This is an optimization exercise on Yosys and OpenROAD, whose aim is small area and a short achievable clock period, not a production implementation.
The RTL was checked by simulation tests, not by an equivalence proof against the original design.
No activity file was given, so power comes from the tool's default toggle rates.

**design.v**
```verilog
module ooo_sched_core #(
    parameter PW       = 2,    
    parameter RS       = 16,   
    parameter TW       = 4,    
    parameter NR       = 32,   
    parameter RW       = 5,    
    parameter EQ       = 5,    
    parameter WB       = 2,    
    parameter LL       = 3,    
    parameter WW       = 2,    
    parameter OOO      = 1,    
    parameter SQ       = 4     
) (
    input  wire        clk,
    input  wire        rst,
    input  wire [31:0] tr_word0,
    input  wire        tr_vld0,
    input  wire [31:0] tr_word1,
    input  wire        tr_vld1,
    output reg  [1:0]  tr_take,
    output reg  [63:0] cycle_count,
    output reg  [63:0] retired_count,
    output reg  [63:0] last_seq,
    output reg  [63:0] halt_seq,
    output reg         eos_seen,
    output reg         halted,
    output reg  [2:0]  fault
);
    localparam F_EXEQ_OVERFLOW = 3'd1;
    reg [NR-1:0]    rat_v;
    reg [NR*TW-1:0] rat_t;
    reg [RS-1:0]    rob_v, rob_x, rob_r;
    reg [RS-1:0]    rob_ld;                
    reg [RS-1:0]    rob_dv;                
    reg [RS*RW-1:0] rob_d;
    reg [RS-1:0]    rob_t1v, rob_r1, rob_t2v, rob_r2;
    reg [RS*TW-1:0] rob_t1, rob_t2;
    reg [TW-1:0]    rob_head, rob_tail;
    reg [EQ-1:0]    eq_v;
    reg [EQ*WW-1:0] eq_w;
    reg [EQ*TW-1:0] eq_t;
    reg [PW-1:0]    fe_v, fe_ld, fe_dv, fe_s1v, fe_s2v;
    reg [PW*RW-1:0] fe_d, fe_s1, fe_s2;
    reg [PW*SQ-1:0] fe_sq;
    reg [PW-1:0]    id_v, id_ld, id_dv, id_s1v, id_s2v;
    reg [PW*RW-1:0] id_d, id_s1, id_s2;
    reg [PW*SQ-1:0] id_sq;
    reg [PW-1:0]    sc_v, sc_ld;
    reg [PW*TW-1:0] sc_t;
    reg [WB-1:0]    ex_v;
    reg [WB*TW-1:0] ex_t;
    reg [NR-1:0]    n_rat_v;
    reg [NR*TW-1:0] n_rat_t;
    reg [RS-1:0]    n_rob_v, n_rob_x, n_rob_r, n_rob_ld, n_rob_dv;
    reg [RS*RW-1:0] n_rob_d;
    reg [RS-1:0]    n_rob_t1v, n_rob_r1, n_rob_t2v, n_rob_r2;
    reg [RS*TW-1:0] n_rob_t1, n_rob_t2;
    reg [TW-1:0]    n_head, n_tail;
    reg [EQ-1:0]    n_eq_v;
    reg [EQ*WW-1:0] n_eq_w;
    reg [EQ*TW-1:0] n_eq_t;
    reg [PW-1:0]    n_fe_v, n_fe_ld, n_fe_dv, n_fe_s1v, n_fe_s2v;
    reg [PW*RW-1:0] n_fe_d, n_fe_s1, n_fe_s2;
    reg [PW*SQ-1:0] n_fe_sq;
    reg [PW-1:0]    n_id_v, n_id_ld, n_id_dv, n_id_s1v, n_id_s2v;
    reg [PW*RW-1:0] n_id_d, n_id_s1, n_id_s2;
    reg [PW*SQ-1:0] n_id_sq;
    reg [PW-1:0]    n_sc_v, n_sc_ld;
    reg [PW*TW-1:0] n_sc_t;
    reg [WB-1:0]    n_ex_v;
    reg [WB*TW-1:0] n_ex_t;
    reg [63:0]      n_cycle, n_retired, n_last, n_halt_seq;
    reg             n_eos, n_halted;
    reg [2:0]       n_fault;
    reg [1:0]       n_take;
    function [TW-1:0] next_tag(input [TW-1:0] t);
        next_tag = (t == RS - 1) ? {TW{1'b0}} : t + 1'b1;
    endfunction
    function [TW-1:0] rob_age(input [TW-1:0] t, input [TW-1:0] h);
        rob_age = (t >= h) ? t - h : t + RS - h;
    endfunction
    function older_sq(input [SQ-1:0] a, input [SQ-1:0] b);
        reg [SQ-1:0] d;
        begin
            d = b - a;
            older_sq = (d != 0) && !d[SQ-1];
        end
    endfunction
    function malformed(input [31:0] w);
        malformed = (w[7:0] > 8'd4) ||
                    (w[15] && (w[14:8]  >= NR)) ||
                    (w[23] && (w[22:16] >= NR)) ||
                    (w[31] && (w[30:24] >= NR));
    endfunction
    integer i, k, u, q, j, n;
    reg              stop, flt, found;
    reg [TW-1:0]     t, h, best_age, age;
    reg [RW-1:0]     d, s;
    reg [WW-1:0]     wv;
    reg [31:0]       w;
    reg              vld;
    reg [64:0]       seq_c;
    reg              c_t1v, c_r1, c_t2v, c_r2;
    reg [TW-1:0]     c_t1, c_t2;
    always @* begin
        n_rat_v = rat_v;   n_rat_t = rat_t;
        n_rob_v = rob_v;   n_rob_x = rob_x;   n_rob_r = rob_r;
        n_rob_ld = rob_ld; n_rob_dv = rob_dv; n_rob_d = rob_d;
        n_rob_t1v = rob_t1v; n_rob_r1 = rob_r1; n_rob_t1 = rob_t1;
        n_rob_t2v = rob_t2v; n_rob_r2 = rob_r2; n_rob_t2 = rob_t2;
        n_head = rob_head; n_tail = rob_tail;
        n_eq_v = eq_v; n_eq_w = eq_w; n_eq_t = eq_t;
        n_fe_v = fe_v; n_fe_ld = fe_ld; n_fe_dv = fe_dv; n_fe_s1v = fe_s1v; n_fe_s2v = fe_s2v;
        n_fe_d = fe_d; n_fe_s1 = fe_s1; n_fe_s2 = fe_s2; n_fe_sq = fe_sq;
        n_id_v = id_v; n_id_ld = id_ld; n_id_dv = id_dv; n_id_s1v = id_s1v; n_id_s2v = id_s2v;
        n_id_d = id_d; n_id_s1 = id_s1; n_id_s2 = id_s2; n_id_sq = id_sq;
        n_sc_v = sc_v; n_sc_ld = sc_ld; n_sc_t = sc_t;
        n_ex_v = ex_v; n_ex_t = ex_t;
        n_cycle = cycle_count; n_retired = retired_count;
        n_last = last_seq; n_halt_seq = halt_seq;
        n_eos = eos_seen; n_halted = halted; n_fault = fault;
        n_take = 2'd0;
        stop = 1'b0; flt = 1'b0; found = 1'b0;
        t = 0; h = 0; best_age = 0; age = 0; d = 0; s = 0; wv = 0; w = 0; vld = 1'b0;
        seq_c = 0; j = 0; n = 0;
        c_t1v = 1'b0; c_r1 = 1'b0; c_t2v = 1'b0; c_r2 = 1'b0; c_t1 = 0; c_t2 = 0;
        if (!halted && fault == 3'd0) begin
            n_cycle = cycle_count + 64'd1;
            stop = 1'b0;
            for (k = 0; k < PW; k = k + 1) begin
                if (!stop) begin
                    if (n_rob_v[n_head] && n_rob_r[n_head]) begin
                        t = n_head;
                        n_rob_v[t] = 1'b0;
                        n_rob_x[t] = 1'b0;
                        n_rob_r[t] = 1'b0;
                        n_head = next_tag(n_head);
                        n_retired = n_retired + 64'd1;
                        if (n_rob_dv[t]) begin
                            d = n_rob_d[t*RW +: RW];
                            if (n_rat_v[d] && n_rat_t[d*TW +: TW] == t)
                                n_rat_v[d] = 1'b0;
                        end
                        if (n_eos && n_retired >= n_halt_seq)
                            n_halted = 1'b1;
                    end else begin
                        stop = 1'b1;
                    end
                end
            end
            for (k = 0; k < WB; k = k + 1) begin
                if (n_ex_v[k]) begin
                    t = n_ex_t[k*TW +: TW];
                    n_rob_r[t] = 1'b1;
                    for (u = 0; u < RS; u = u + 1) begin
                        if (n_rob_v[u]) begin
                            if (n_rob_t1v[u] && n_rob_t1[u*TW +: TW] == t) n_rob_r1[u] = 1'b1;
                            if (n_rob_t2v[u] && n_rob_t2[u*TW +: TW] == t) n_rob_r2[u] = 1'b1;
                        end
                    end
                    n_ex_v[k] = 1'b0;
                end
            end
            for (i = 0; i < PW; i = i + 1) begin
                if (n_sc_v[i] && !n_sc_ld[i]) begin
                    found = 1'b0;
                    for (k = 0; k < WB; k = k + 1) begin
                        if (!found && !n_ex_v[k]) begin
                            found = 1'b1;
                            n_ex_v[k] = 1'b1;
                            n_ex_t[k*TW +: TW] = n_sc_t[i*TW +: TW];
                        end
                    end
                    if (found) n_sc_v[i] = 1'b0;
                end
            end
            for (i = 0; i < PW; i = i + 1) begin
                if (!flt && n_sc_v[i] && n_sc_ld[i]) begin
                    found = 1'b0;
                    for (q = 0; q < EQ; q = q + 1) begin
                        if (!found && !n_eq_v[q]) begin
                            found = 1'b1;
                            n_eq_v[q] = 1'b1;
                            n_eq_w[q*WW +: WW] = LL;
                            n_eq_t[q*TW +: TW] = n_sc_t[i*TW +: TW];
                        end
                    end
                    if (found) begin
                        n_sc_v[i] = 1'b0;
                    end else begin
                        flt = 1'b1;
                        n_fault = F_EXEQ_OVERFLOW;
                    end
                end
            end
            if (!flt) begin
                for (q = 0; q < EQ; q = q + 1) begin
                    if (n_eq_v[q] && n_eq_w[q*WW +: WW] != 0)
                        n_eq_w[q*WW +: WW] = n_eq_w[q*WW +: WW] - 1'b1;
                end
                for (k = 0; k < WB; k = k + 1) begin
                    if (!n_ex_v[k]) begin
                        found = 1'b0;
                        j = 0;
                        best_age = 0;
                        for (q = 0; q < EQ; q = q + 1) begin
                            if (n_eq_v[q] && n_eq_w[q*WW +: WW] == 0) begin
                                age = rob_age(n_eq_t[q*TW +: TW], n_head);
                                if (!found || age < best_age) begin
                                    found = 1'b1;
                                    j = q;
                                    best_age = age;
                                end
                            end
                        end
                        if (found) begin
                            n_eq_v[j] = 1'b0;
                            n_ex_v[k] = 1'b1;
                            n_ex_t[k*TW +: TW] = n_eq_t[j*TW +: TW];
                        end
                    end
                end
            end
            if (!flt) begin
                stop = 1'b0;
                for (i = 0; i < PW; i = i + 1) begin
                    if (!n_sc_v[i] && !stop) begin
                        found = 1'b0;
                        t = 0;
                        h = n_head;
                        for (k = 0; k < RS; k = k + 1) begin
                            if (!found && !stop && n_rob_v[h] && !n_rob_x[h]) begin
                                if (n_rob_r1[h] && n_rob_r2[h]) begin
                                    found = 1'b1;
                                    t = h;
                                end else if (OOO == 0) begin
                                    stop = 1'b1;    
                                end
                            end
                            h = next_tag(h);
                        end
                        if (found) begin
                            n_rob_x[t] = 1'b1;
                            n_sc_v[i] = 1'b1;
                            n_sc_ld[i] = n_rob_ld[t];
                            n_sc_t[i*TW +: TW] = t;
                        end else begin
                            stop = 1'b1;
                        end
                    end
                end
                stop = 1'b0;
                for (k = 0; k < PW; k = k + 1) begin
                    if (!stop) begin
                        found = 1'b0;
                        j = 0;
                        for (i = 0; i < PW; i = i + 1) begin
                            if (n_id_v[i] && (!found || older_sq(id_sq[i*SQ +: SQ], id_sq[j*SQ +: SQ]))) begin
                                found = 1'b1;
                                j = i;
                            end
                        end
                        if (n_rob_v[n_tail] || !found) begin
                            stop = 1'b1;
                        end else begin
                            s = n_id_s1[j*RW +: RW];
                            if (!n_id_s1v[j] || !n_rat_v[s]) begin
                                c_t1v = 1'b0; c_t1 = 0; c_r1 = 1'b1;
                            end else begin
                                c_t1v = 1'b1; c_t1 = n_rat_t[s*TW +: TW]; c_r1 = n_rob_r[c_t1];
                            end
                            s = n_id_s2[j*RW +: RW];
                            if (!n_id_s2v[j] || !n_rat_v[s]) begin
                                c_t2v = 1'b0; c_t2 = 0; c_r2 = 1'b1;
                            end else begin
                                c_t2v = 1'b1; c_t2 = n_rat_t[s*TW +: TW]; c_r2 = n_rob_r[c_t2];
                            end
                            t = n_tail;
                            n_rob_v[t] = 1'b1;
                            n_rob_x[t] = 1'b0;
                            n_rob_r[t] = 1'b0;
                            n_rob_ld[t] = n_id_ld[j];
                            n_rob_dv[t] = n_id_dv[j];
                            n_rob_d[t*RW +: RW] = n_id_d[j*RW +: RW];
                            n_rob_t1v[t] = c_t1v; n_rob_t1[t*TW +: TW] = c_t1; n_rob_r1[t] = c_r1;
                            n_rob_t2v[t] = c_t2v; n_rob_t2[t*TW +: TW] = c_t2; n_rob_r2[t] = c_r2;
                            n_tail = next_tag(n_tail);
                            if (n_id_dv[j]) begin
                                d = n_id_d[j*RW +: RW];
                                n_rat_v[d] = 1'b1;
                                n_rat_t[d*TW +: TW] = t;
                            end
                            n_id_v[j] = 1'b0;
                        end
                    end
                end
                for (i = 0; i < PW; i = i + 1) begin
                    if (!n_id_v[i]) begin
                        found = 1'b0;
                        j = 0;
                        for (k = 0; k < PW; k = k + 1) begin
                            if (n_fe_v[k] && (!found || older_sq(n_fe_sq[k*SQ +: SQ], n_fe_sq[j*SQ +: SQ]))) begin
                                found = 1'b1;
                                j = k;
                            end
                        end
                        if (found) begin
                            n_id_v[i] = 1'b1;
                            n_id_ld[i] = n_fe_ld[j];
                            n_id_dv[i] = n_fe_dv[j];
                            n_id_s1v[i] = n_fe_s1v[j];
                            n_id_s2v[i] = n_fe_s2v[j];
                            n_id_d[i*RW +: RW] = n_fe_d[j*RW +: RW];
                            n_id_s1[i*RW +: RW] = n_fe_s1[j*RW +: RW];
                            n_id_s2[i*RW +: RW] = n_fe_s2[j*RW +: RW];
                            n_id_sq[i*SQ +: SQ] = n_fe_sq[j*SQ +: SQ];
                            n_fe_v[j] = 1'b0;
                        end
                    end
                end
                for (i = 0; i < PW; i = i + 1) begin
                    if (!n_eos && !n_fe_v[i]) begin
                        if (n_take == 2'd0) begin
                            w = tr_word0; vld = tr_vld0;
                        end else begin
                            w = tr_word1; vld = tr_vld1;
                        end
                        if (!vld || malformed(w)) begin
                            if (vld) n_take = n_take + 2'd1;    
                            n_eos = 1'b1;
                            n_halt_seq = n_last;
                            if (n_last == 64'd0) n_halted = 1'b1;
                        end else begin
                            n_take = n_take + 2'd1;
                            n_last = n_last + 64'd1;
                            n_fe_v[i] = 1'b1;
                            n_fe_ld[i] = (w[7:0] == 8'd1) && (LL > 1);
                            n_fe_dv[i] = w[15];
                            n_fe_s1v[i] = w[23];
                            n_fe_s2v[i] = w[31];
                            n_fe_d[i*RW +: RW] = w[8 +: RW];
                            n_fe_s1[i*RW +: RW] = w[16 +: RW];
                            n_fe_s2[i*RW +: RW] = w[24 +: RW];
                            n_fe_sq[i*SQ +: SQ] = n_last[SQ-1:0];
                        end
                    end
                end
            end
        end
    end
    always @* tr_take = n_take;
    always @(posedge clk) begin
        if (rst) begin
            rat_v <= 0;
            rob_v <= 0; rob_x <= 0; rob_r <= 0;
            rob_head <= 0; rob_tail <= 0;
            eq_v <= 0;
            fe_v <= 0; id_v <= 0; sc_v <= 0; ex_v <= 0;
            cycle_count <= 0; retired_count <= 0;
            last_seq <= 0; halt_seq <= 0;
            eos_seen <= 1'b0; halted <= 1'b0; fault <= 3'd0;
        end else begin
            rat_v <= n_rat_v;
            rob_v <= n_rob_v; rob_x <= n_rob_x; rob_r <= n_rob_r;
            rob_head <= n_head; rob_tail <= n_tail;
            eq_v <= n_eq_v;
            fe_v <= n_fe_v; id_v <= n_id_v; sc_v <= n_sc_v; ex_v <= n_ex_v;
            cycle_count <= n_cycle; retired_count <= n_retired;
            last_seq <= n_last; halt_seq <= n_halt_seq;
            eos_seen <= n_eos; halted <= n_halted; fault <= n_fault;
        end
    end
    always @(posedge clk) begin
        rat_t <= n_rat_t;
        rob_ld <= n_rob_ld; rob_dv <= n_rob_dv; rob_d <= n_rob_d;
        rob_t1v <= n_rob_t1v; rob_r1 <= n_rob_r1; rob_t1 <= n_rob_t1;
        rob_t2v <= n_rob_t2v; rob_r2 <= n_rob_r2; rob_t2 <= n_rob_t2;
        eq_w <= n_eq_w; eq_t <= n_eq_t;
        fe_ld <= n_fe_ld; fe_dv <= n_fe_dv; fe_s1v <= n_fe_s1v; fe_s2v <= n_fe_s2v;
        fe_d <= n_fe_d; fe_s1 <= n_fe_s1; fe_s2 <= n_fe_s2; fe_sq <= n_fe_sq;
        id_ld <= n_id_ld; id_dv <= n_id_dv; id_s1v <= n_id_s1v; id_s2v <= n_id_s2v;
        id_d <= n_id_d; id_s1 <= n_id_s1; id_s2 <= n_id_s2; id_sq <= n_id_sq;
        sc_ld <= n_sc_ld; sc_t <= n_sc_t;
        ex_t <= n_ex_t;
    end
endmodule
```
**run.sh**
```bash
#!/bin/bash
# synth_recipe.tcl (not shown) runs the flow's synth.tcl, then flattens the netlist and writes it again
# the make line also repeats each setting of config.mk as NAME=value (left out here)
make -C /OpenROAD-flow-scripts/flow DESIGN_CONFIG=/design/flow/config.mk WORK_HOME=/design/flow/orfs CLKGATE_MAP_FILE= SYNTH_SCRIPT=/design/flow/synth_recipe.tcl finish
```
**config.mk**
```make
export PLATFORM = sky130hd
export DESIGN_NAME = ooo_sched_core
export DESIGN_NICKNAME = ooo_sched_core
export VERILOG_FILES = /design/flow/design.v
export SDC_FILE = /design/flow/constraint.sdc
export NUM_CORES = 4
export LEC_CHECK = 0
export CAP_MARGIN = 20
export CORE_MARGIN = 2
export CORE_UTILIZATION = 40
export SLEW_MARGIN = 20
```
**constraint.sdc**
```tcl
create_clock -name core_clock -period 21.0 [get_ports {clk}]
set_input_delay 4.2000 -clock core_clock [delete_from_list [all_inputs] [get_ports {clk}]]
set_output_delay 4.2000 -clock core_clock [all_outputs]
set_load 0.01 [all_outputs]
```
==> results.yml <==
synth:
  synth_nets: 11100
  yosys_warnings: 1
  netlist_area_um2: 86700
  synth_cells: 10800
  yosysUniqueCellTypes: 133
  synth_edf_count: 572
  synth_ff_type: "edfxtp_1"
  syn_avg_cell_area_um2: 8.03
  synth.ff_latch_count: 934
  ys_async_sr_fraction_pct: 0
  synth-seq-area-share_pct: 28.2
timing:
  maxSlewViolCount: 0
  timing.setup.tns_ps: 0
  worst_pin_slew_ps: 1290
  rsz0062_at_grt: "false"
  finalClockSkew_ps: 89.8
  relSlewSlack_pct: 13.9
  setup_violations: 0
  final_hold_viol_count: 0
  setup_slack_ps: 1860
  period_share_pct: 91.1
  layout_min_cycle_time_ps: 19140
  fmax_mhz: 52.2
critical_path:
  cp_slowest_cell: "or4_1"
  crit_path_end_kind: "flip-flop"
  crit_path_start_kind: "flip-flop"
  r2r_slack_ps: 1860
  crit_type: "reg2reg"
  cp.required_ps: 21650
  slowest_delay_ps: 650
  path_common_cell: "ha_1"
  path_max_fanout: 21
  worst-endpoint-arrival_ps: 19790
grt:
  grt_pass1_wl_um: 632000
  use_met2_pct: 55.4
  use_met3_pct: 13.5
  antenna_found_initial: 19
  gr-total-overflow: 0
  grt_use_met1_pct: 49.6
  grt_usage_pct: 38.6
  busiest_layer: "met2"
  grt_max_degree: 188
  grt_pass1_vias: 86300
clock_network:
  cts_sinks: 934
  path_clk_slew_ps: 60
  cts_max_level: 3
  cts_tree: "yes"
  root_buffer: "clkbuf_16"
  worstSkewPairLatency_ps: 850
  clockBufferDepth: 3
  ctsHoldBuffers: 0
  cts_inserted_buffers: 117
power_and_ir_drop:
  power_density_nw_per_um2: 113
  vdd_drop_max_mv: 0.0847
  leakage_nw: 34.0
run_status:
  status: "complete, no violations"
die:
  fp.dieH_um: 470
  coreArea_um2: 215000
  io_pins: 331
  die-area_um2: 221000
  num_rows: 170
  start_util_pct: 40.3
  dieWidth_um: 470
detailed_routing:
  drt_pass1_iterations: 10
  wire_per_inst_um: 32.6
  vias: 93600
  wl_um: 448000
  viasPerCell: 6.81
  drt_iter0_drc: 14100
  drc_errors: 0
  ant_nets: 0
cells_and_area:
  drive_gt1_share_pct: 9.92
  syn_to_final_growth_pct: 12.6
  nets: 11100
  layout_commonest_cell: "nand2_1"
  fin_cells: 13800
  final_cell_mix: "nand2_1, nor2_1, o21ai_0, a21oi_1, edfxtp_1"
place:
  place.gp.congestion: 1.07
  dpl_worst_slack_ps: 1140
  portBuffers: 330
  dp_hpwl_um: 331000
  dp_cells: 13500
min_path:
  hold_path_class: "reg2reg"
job:
  maxCapViolCount: 0
[layout make-up]
cell class,instances,area (um2)
multi-input cells,8819,58800
inverters,270,1030
diodes,13,32.5
well taps,2838,3550
fillers,21200,117000
repair buffers,660,5840
clock buffers,160,3260
flip-flops and latches,934,24400
clock inverters,59,688
[flip-flops by register name (all words and copies together), names as in the netlist, 16 cells and up, named ones only]
signal and cells:
rob_d 80, rob_t2v 16, rat_v 32, rob_x 16, halt_seq 64, rob_t2 64, rob_v 16, rob_r 16
rob_r1 16, rob_t1v 16, last_seq 64, rob_dv 16, rob_r2 16, cycle_count 64, retired_count 63, rob_ld 16
rat_t 128, eq_t 20, rob_t1 64
[where the power goes]
part / internal, mW / total (mW) / leakage, nW / switching, mW
Sequential: 2.41 / 2.85 / 8.59 / 0.440
Combinational: 2.01 / 6.03 / 23.5 / 4.03
Clock: 1.20 / 2.13 / 1.92 / 0.927
[routing by layer]
| layer | wire length [um] | up-vias |
|---|---|---|
| li1 | - | 40100 |
| met1 | 173000 | 45300 |
| met2 | 183000 | 6882 |
| met3 | 61000 | 1381 |
| met4 | 31800 | 14 |
| met5 | 89 | - |
[cell families after synthesis]
kind of cell               after synthesis  synth area share [%]
AOI/OAI and AO/OA                     2931                  22.3
xor gates and xnor gates               730                  7.37
adders and majority gates              267                  3.90
buffers and inverters                 1050                  4.71
DFF                                    934                  28.2
muxes                                  697                  11.2
and+or+nand+nor                       4194                  22.3
[final timing paths]
path                                  from                endpoint  cells after the start
hold reg to reg     rat_v[15]$_SDFFE_PP0P_  rat_v[15]$_SDFFE_PP0P_                      2
setup reg to reg  rob_head[0]$_SDFFE_PP0P_    eq_v[2]$_SDFFE_PP0P_                     85
hold / removal      rat_v[15]$_SDFFE_PP0P_  rat_v[15]$_SDFFE_PP0P_                      2
setup / recovery  rob_head[0]$_SDFFE_PP0P_    eq_v[2]$_SDFFE_PP0P_                     85
[per-stage QoR]
step,power [mW],utilization [%],area [um2],hold WS (ps)
2_1_floorplan,6.37,-,86700,442
6_report,11.0,45.4,97600,468
3_5_place_dp,8.58,43.5,93500,464
4_1_cts,10.7,45.3,97500,470
3_3_place_gp,8.54,43.5,93500,455
5_1_grt,11.3,45.4,97600,484
[repair_timing]
item / 4_1_cts / 5_1_grt
gates resized for setup: 0 / 8
setup endpoints to repair: 0 / 8
buffers inserted: 0 / 5
[worst max-delay path: cells and delay by family, from the launching register on]
family | cells | cell delay (ps)
muxes | 6 | 2130
buffers and inverters | 9 | 1390
AOI/OAI and AO/OA | 34 | 5910
and+or+nand+nor | 22 | 5170
adders and majority gates | 14 | 3810
DFF | 1 | 560
[Yosys cell counts, drive strengths merged, types with 71 or more instances]
cell type / instances / area share (%)
o22ai: 190 / 1.4
a21oi: 608 / 3.6
a31oi: 132 / 0.95
nor2b: 83 / 0.60
or3: 102 / 0.77
and2: 118 / 0.86
ha: 257 / 3.7
mux2: 125 / 1.6
o211ai: 143 / 1.2
a21o: 71 / 0.61
nand2: 1490 / 6.5
mux4: 208 / 5.4
nor4: 90 / 0.72
nor3: 260 / 1.6
nand2b: 81 / 0.58
inv: 261 / 1.1
and3: 142 / 1.0
xor2: 355 / 3.6
a22oi: 228 / 2.0
o21ai: 705 / 4.1
a311oi: 100 / 1.0
buf: 137 / 0.76
clkbuf: 643 / 2.8
dfxtp: 362 / 8.4
mux2i: 364 / 4.2
nand3: 433 / 2.5
a211oi: 205 / 1.8
edfxtp: 572 / 20
nand4: 123 / 0.90
xnor2: 375 / 3.8
nor2: 1106 / 4.8

## separate check: timing with driven ports
How much do the figures lean on ideal ports? The routed layout below was timed once more, with nothing changed but the port constraints. Step 1, drivers: a clkbuf_16 drives clk and a buf_2 each remaining input, both assumed. Step 2 also shifts input and output timing later by t, the mid clock arrival at the registers, as if the neighbouring blocks saw the same clock. a / b / c = ideal / step 1 / step 2; a / b = the first two.
shift t [ns]: 0.901
setup slack, ns: 1.860 / 1.860 / 1.860
worst setup path at the end: register to register
After both steps this run still meets setup and hold. For this run, drivers alone change the setup slack by 0.000 ns; drivers and shift together by 0.000 ns.
